This is an optimization exercise on Yosys and OpenROAD, whose aim is small area and a short achievable clock period, not a production implementation. RTL that was checked went through simulation tests only; none was proved equivalent to the original. Power is estimated from default activity; no workload was simulated.

Design qd256, start of the top module:
module qd256 (
    input  wire       clk,
    input  wire       rst,
    input  wire       cmd_valid,
    input  wire [2:0] cmd_op,
    input  wire [7:0] cmd_a,
    input  wire [7:0] cmd_b,
    output reg        res_valid,
    output reg  [7:0] res,
    output wire       err
);
    reg [7:0] acc;
    reg       err_q;
    wire       use_acc = cmd_op[2];                  
    wire       inv     = ~(cmd_op[0] ^ cmd_op[2]);   
    wire       no_b    = cmd_op[1];                  
    wire [7:0] l    = use_acc ? acc : cmd_a;
    wire [7:0] r    = no_b ? 8'h00 : cmd_b;
    wire       jl   = l[7];
    wire       sub  = jl | inv;
    wire       cin  = jl;
    wire       nout = inv & ~jl;
    wire       flip = jl & (r[0] ^ (inv & l[0]));
    wire [6:0] ro = r[6:0] ^ {7{sub}};
    wire [6:0] lo = l[6:0];
    wire [7:0] g0 = {lo & ro, cin};
    wire [7:0] p0 = {lo ^ ro, 1'b0};
    wire [7:0] s8 = {lo, cin} + {ro, cin};
    wire [6:0] cc = s8[7:1] ^ p0[7:1];
    wire [6:0] sum = p0[7:1] ^ cc;
    wire [6:0] k    = sum ^ {7{nout}} ^ {flip, 6'd0};
    wire [7:0] out  = {jl ^ r[7], k};
    wire       emits = cmd_op[2] ? ~cmd_op[1] : (cmd_op[1] ^ cmd_op[0]);
    always @(posedge clk) begin
        if (rst) begin
            acc       <= 8'h00;
            err_q     <= 1'b0;
            res_valid <= 1'b0;
        end else begin
            res_valid <= cmd_valid & emits;
            if (cmd_valid) begin
                case (cmd_op)
                    3'b011: acc <= 8'h00;
                    3'b100: acc <= out;
                    3'b101: acc <= cmd_b;
                    default: ;
                endcase
                if (cmd_op[2] & cmd_op[1])
                    err_q <= 1'b1;
            end
        end
    end
    always @(posedge clk)
        res <= out;
    assign err = err_q;
endmodule
Size in the first run: ~130 cells after synthesis, about 18 flip-flops, ~1200 sq um of cells after synthesis.
clock: 10.0 ns
lec_check: 0
cap_margin: 20
core_margin: 2
core_utilization: 40
slew_margin: 20
standard.sh (not shown) runs the stock make flow with config.mk's settings and CLKGATE_MAP_FILE= SYNTH_SCRIPT=/design/flow/synth_recipe.tcl, a recipe that flattens the netlist after the stock synthesis.
==> flow/flow/run.sh <==
#!/bin/bash
# Own layout flow: the standard flow (standard synthesis unchanged) with
# smaller port buffers and a tighter internal setup target for repair_timing.
set -euo pipefail
cd "$(dirname "${BASH_SOURCE[0]}")/.."
KNOBS=$(cat flow/knobs.txt)
# shellcheck disable=SC2086
bash standard.sh $KNOBS \
  "BUFFER_PORTS_ARGS=-buffer_cell sky130_fd_sc_hd__buf_1" finish > make_finish.log 2>&1
==> flow/flow/knobs.txt <==
SETUP_SLACK_MARGIN=7.2
Edit:
==> flow/flow/run.sh (replaced) <==
#!/bin/bash
# Own layout flow: the standard flow (standard synthesis unchanged) with
# plain buf_1 port buffers, an internal setup target for repair_timing
# (flow/knobs.txt) and, after CTS, a downsizing pass that keeps that target.
set -euo pipefail
cd "$(dirname "${BASH_SOURCE[0]}")/.."
KNOBS=$(cat flow/knobs.txt)
for h in flow/*.hook.tcl; do
  [ -e "$h" ] || continue
  v=$(basename "$h" .hook.tcl)
  export "${v}_TCL=$PWD/$h"
done
# shellcheck disable=SC2086
bash standard.sh $KNOBS \
  "BUFFER_PORTS_ARGS=-buffer_cell sky130_fd_sc_hd__buf_1" finish > make_finish.log 2>&1
==> flow/flow/PRE_FLOORPLAN.hook.tcl (new file) <==
# Re-map the synthesized logic for area (registers are left as they are);
# repair_timing later in the flow sizes the critical paths back up.
puts "hook: restructure for area"
if { [env_var_exists_and_non_empty DONT_USE_CELLS] } {
  set_dont_use $::env(DONT_USE_CELLS)
}
report_design_area
file mkdir $::env(OBJECTS_DIR)/rmp
restructure -target area -liberty_file [lindex $::env(LIB_FILES) 0] \
  -tielo_port sky130_fd_sc_hd__conb_1/LO -tiehi_port sky130_fd_sc_hd__conb_1/HI \
  -work_dir $::env(OBJECTS_DIR)/rmp -abc_logfile $::env(LOG_DIR)/rmp_abc.log
report_design_area
==> flow/flow/knobs.txt (replaced) <==
SETUP_SLACK_MARGIN=5.0
Result:
- wire length fell by 23%
- power fell by 31%
- critical path depth rose by 5
- setup slack is worse by 990 ps
- final cell count fell by 6.1%
- area after synthesis fell by 18%
- non-clock buffer count fell by 17
- design area fell by 34%
- via count fell by 3.3%
- worst hold slack is better by 4.6 ps
- clock-buffer cell count fell by 1
Edit:
==> flow/flow/run.sh (replaced) <==
#!/bin/bash
# Own layout flow: the standard flow (standard synthesis unchanged) with
# smaller port buffers and a tighter internal setup target for repair_timing.
set -euo pipefail
cd "$(dirname "${BASH_SOURCE[0]}")/.."
KNOBS=$(cat flow/knobs.txt)
# shellcheck disable=SC2086
bash standard.sh $KNOBS \
  "BUFFER_PORTS_ARGS=-buffer_cell sky130_fd_sc_hd__buf_1" finish > make_finish.log 2>&1
==> flow/flow/knobs.txt (replaced) <==
SETUP_SLACK_MARGIN=5.5
removed: flow/flow/PRE_FLOORPLAN.hook.tcl
Outcome:
- worst setup slack gains 470 ps
- via count drops by 1.5%
- final cell count drops by 2.5%
- clock power went up by 23%
- synthesized area goes up by 21%
- routed wire length increases by 7.5%
- register-to-register slack gains 430 ps
- power increases by 20%
- sequential power is higher by 5.1%
- clock-buffer cell count increases by 1
Edit:
==> flow/flow/run.sh (replaced) <==
#!/bin/bash
# Own layout flow: the standard flow (standard synthesis unchanged) with
# plain buf_1 port buffers, an internal setup target for repair_timing
# (flow/knobs.txt) and, after CTS, a downsizing pass that keeps that target.
set -euo pipefail
cd "$(dirname "${BASH_SOURCE[0]}")/.."
KNOBS=$(cat flow/knobs.txt)
for h in flow/*.hook.tcl; do
  [ -e "$h" ] || continue
  v=$(basename "$h" .hook.tcl)
  export "${v}_TCL=$PWD/$h"
done
# shellcheck disable=SC2086
bash standard.sh $KNOBS \
  "BUFFER_PORTS_ARGS=-buffer_cell sky130_fd_sc_hd__buf_1" finish > make_finish.log 2>&1
==> flow/flow/PRE_FLOORPLAN.hook.tcl (new file) <==
# Re-map the synthesized logic for area (registers are left as they are);
# repair_timing later in the flow sizes the critical paths back up.
puts "hook: restructure for area"
if { [env_var_exists_and_non_empty DONT_USE_CELLS] } {
  set_dont_use $::env(DONT_USE_CELLS)
}
report_design_area
file mkdir $::env(OBJECTS_DIR)/rmp
restructure -target area -liberty_file [lindex $::env(LIB_FILES) 0] \
  -tielo_port sky130_fd_sc_hd__conb_1/LO -tiehi_port sky130_fd_sc_hd__conb_1/HI \
  -work_dir $::env(OBJECTS_DIR)/rmp -abc_logfile $::env(LOG_DIR)/rmp_abc.log
report_design_area
==> flow/flow/knobs.txt (replaced) <==
SETUP_SLACK_MARGIN=6.0
Result: The changed run finished with timing, DRC and antenna clean. Setup slack improved by 210 ps. Global-route usage goes up by 5.0 points. Hold slack got worse by 12 ps. Register-to-register slack got worse by 30 ps.
Edit:
==> flow/flow/run.sh (replaced) <==
#!/bin/bash
# Own layout flow: the standard flow (standard synthesis unchanged) with
# smaller port buffers and a tighter internal setup target for repair_timing.
set -euo pipefail
cd "$(dirname "${BASH_SOURCE[0]}")/.."
KNOBS=$(cat flow/knobs.txt)
# shellcheck disable=SC2086
bash standard.sh $KNOBS \
  "BUFFER_PORTS_ARGS=-buffer_cell sky130_fd_sc_hd__buf_1" finish > make_finish.log 2>&1
==> flow/flow/knobs.txt (replaced) <==
SETUP_SLACK_MARGIN=6.5
removed: flow/flow/PRE_FLOORPLAN.hook.tcl
After rerunning: Via count falls by about 4.7%. Hold slack hardly moves. Clock-buffer cell count does not change. Global-route usage shrinks by 4.2 points. Register-to-register slack gets better by 390 ps. Utilization came out lower by 6.7 points. Final cell count went down by about 5%. Critical path depth goes down by 4. Worst setup slack is better by 240 ps.
Edit:
==> flow/flow/run.sh (replaced) <==
#!/bin/bash
# Own layout flow: the standard flow (standard synthesis unchanged) with
# plain buf_1 port buffers, an internal setup target for repair_timing
# (flow/knobs.txt) and, after CTS, a downsizing pass that keeps that target.
set -euo pipefail
cd "$(dirname "${BASH_SOURCE[0]}")/.."
KNOBS=$(cat flow/knobs.txt)
for h in flow/*.hook.tcl; do
  [ -e "$h" ] || continue
  v=$(basename "$h" .hook.tcl)
  export "${v}_TCL=$PWD/$h"
done
# shellcheck disable=SC2086
bash standard.sh $KNOBS \
  "BUFFER_PORTS_ARGS=-buffer_cell sky130_fd_sc_hd__buf_1" finish > make_finish.log 2>&1
==> flow/flow/PRE_FLOORPLAN.hook.tcl (new file) <==
# Re-map the synthesized logic for area (registers are left as they are);
# repair_timing later in the flow sizes the critical paths back up.
puts "hook: restructure for area"
if { [env_var_exists_and_non_empty DONT_USE_CELLS] } {
  set_dont_use $::env(DONT_USE_CELLS)
}
report_design_area
file mkdir $::env(OBJECTS_DIR)/rmp
restructure -target area -liberty_file [lindex $::env(LIB_FILES) 0] \
  -tielo_port sky130_fd_sc_hd__conb_1/LO -tiehi_port sky130_fd_sc_hd__conb_1/HI \
  -work_dir $::env(OBJECTS_DIR)/rmp -abc_logfile $::env(LOG_DIR)/rmp_abc.log
report_design_area
==> flow/flow/knobs.txt (replaced) <==
SETUP_SLACK_MARGIN=4.5
Effect: The new run passed the timing, design-rule and antenna checks. Flip-flop and latch count does not change. Clock-buffer cell count stays the same. Die area went down by about 16%. Wire length went down by about 15%. Core utilization went down by 5.1 points. Maximum frequency went down by 23%. Cell area went down by about 26%. Synthesized cell count went up by 3.0%. Setup slack gets worse by 1200 ps. Area after synthesis went down by 18%. Register-to-register slack gets worse by 790 ps.


qd256, a different RTL version from the one above (not shown whole).
Size in the first run: about 120 cells after synthesis, roughly 18 flip-flops, ~32 I/O pins, roughly 1200 um^2 of cells after synthesis.
==> flow/config.mk <==
export PLATFORM = sky130hd
export DESIGN_NAME = qd256
export DESIGN_NICKNAME = qd256
export VERILOG_FILES = /design/flow/design.v
export SDC_FILE = /design/flow/constraint.sdc
export NUM_CORES = 4
export LEC_CHECK = 0
export CAP_MARGIN = 20
export CORE_MARGIN = 2
export CORE_UTILIZATION = 40
export SLEW_MARGIN = 20
==> flow/constraint.sdc <==
create_clock -name core_clock -period 10.0 [get_ports {clk}]
set_input_delay 2.0000 -clock core_clock [delete_from_list [all_inputs] [get_ports {clk}]]
set_output_delay 2.0000 -clock core_clock [all_outputs]
set_load 0.01 [all_outputs]
run.sh (not shown) runs the stock make flow with config.mk's settings and CLKGATE_MAP_FILE= SYNTH_SCRIPT=/design/flow/synth_recipe.tcl, a recipe that flattens the netlist after the stock synthesis.
Stock flow here: none of the scripts above is used.
Edit:
==> flow/flow/run.sh (new file) <==
#!/bin/bash
# Own layout flow: the standard flow (standard synthesis unchanged) with
# smaller port buffers and a tighter internal setup target for repair_timing.
set -euo pipefail
cd "$(dirname "${BASH_SOURCE[0]}")/.."
KNOBS=$(cat flow/knobs.txt)
# shellcheck disable=SC2086
bash standard.sh $KNOBS \
  "BUFFER_PORTS_ARGS=-buffer_cell sky130_fd_sc_hd__buf_1" finish > make_finish.log 2>&1
==> flow/flow/knobs.txt (new file) <==
SETUP_SLACK_MARGIN=6.5
==> flow/standard.sh (new file) <==
#!/bin/bash
# synth_recipe.tcl (not shown) runs the flow's synth.tcl, then flattens the netlist and writes it again
# the make line also repeats each setting of config.mk as NAME=value (left out here)
make -C /OpenROAD-flow-scripts/flow DESIGN_CONFIG=/design/flow/config.mk WORK_HOME=/design/flow/orfs CLKGATE_MAP_FILE= SYNTH_SCRIPT=/design/flow/synth_recipe.tcl "${@:-finish}"
removed: flow/run.sh
- via count went up by 2.0%
- cell area barely changes
- global-route usage came out lower by 1.3 points
- non-clock buffer count rises by 7
- sequential share of layout area stays flat
- power grows by 1.6%
- wire length came out lower by 3.0%
Edit:
==> flow/run.sh (new file) <==
#!/bin/bash
# synth_recipe.tcl (not shown) runs the flow's synth.tcl, then flattens the netlist and writes it again
# the make line also repeats each setting of config.mk as NAME=value (left out here)
make -C /OpenROAD-flow-scripts/flow DESIGN_CONFIG=/design/flow/config.mk WORK_HOME=/design/flow/orfs CLKGATE_MAP_FILE= SYNTH_SCRIPT=/design/flow/synth_recipe.tcl finish
SETUP_SLACK_MARGIN = 5   (was unset)
removed: flow/flow/run.sh
removed: flow/flow/knobs.txt
removed: flow/standard.sh
The new run produced a clean layout.
First-iteration DRC count climbs by 44%.
Core utilization rose by 6.9 points.
Setup slack improved by 0.017 ns.
Critical path depth is unchanged.
Sequential power is about the same.
Clock skew drops by 0.0037 ns.
Wire length climbs by 10%.
Total power grows by 5.3%.
Clock-buffer cell count falls by 1.
Global-route usage grows by 2.0 points.
Cell area grows by 13%.
Function was not checked in any run of this note: the RTL went through the layout flow alone.

[separate check: timing with driven ports]
In the flow no input, the clock included, has a driving cell. The finished layouts below were timed again as built, in two steps. Step 1, drivers: a clkbuf_16 drives clk and a buf_2 each remaining input, both assumed. Step 2 adds t to the input delays and takes it off the output delays; t is the mean of the earliest and latest rising clock arrival at the registers after step 1. Input paths then give back, and output paths get back, about the clock's delay inside the block. a / b / c = ideal ports / drivers / drivers and shift; a / b = the first two.
run	shift t [ns]	setup WS [ns]	worst setup path at the end	pins driven straight from the clock port
the first run of note 1	0.321	6.252 / 6.186 / 5.865	input to register	1
the second run of note 1	0.315	5.263 / 5.264 / 4.950	input to register	1
the third run of note 1	0.317	5.729 / 5.727 / 5.410	input to register	1
the fourth run of note 1	0.307	5.935 / 5.863 / 5.556	input to register	1
the fifth run of note 1	0.316	6.175 / 6.174 / 5.858	input to register	1
the sixth run of note 1	0.318	5.007 / 5.007 / 4.690	input to register	1
the first run of note 2	0.309	4.038 / 4.033 / 3.724	input to register	1
the second run of note 2	0.319	5.004 / 4.966 / 4.647	input to register	1
the third run of note 2	0.321	5.021 / 4.993 / 4.672	input to register	1
After both steps every run listed still meets setup and hold. For the first run of note 1, which loses most, drivers alone change the setup slack by -0.066 ns; drivers and shift together by -0.387 ns.
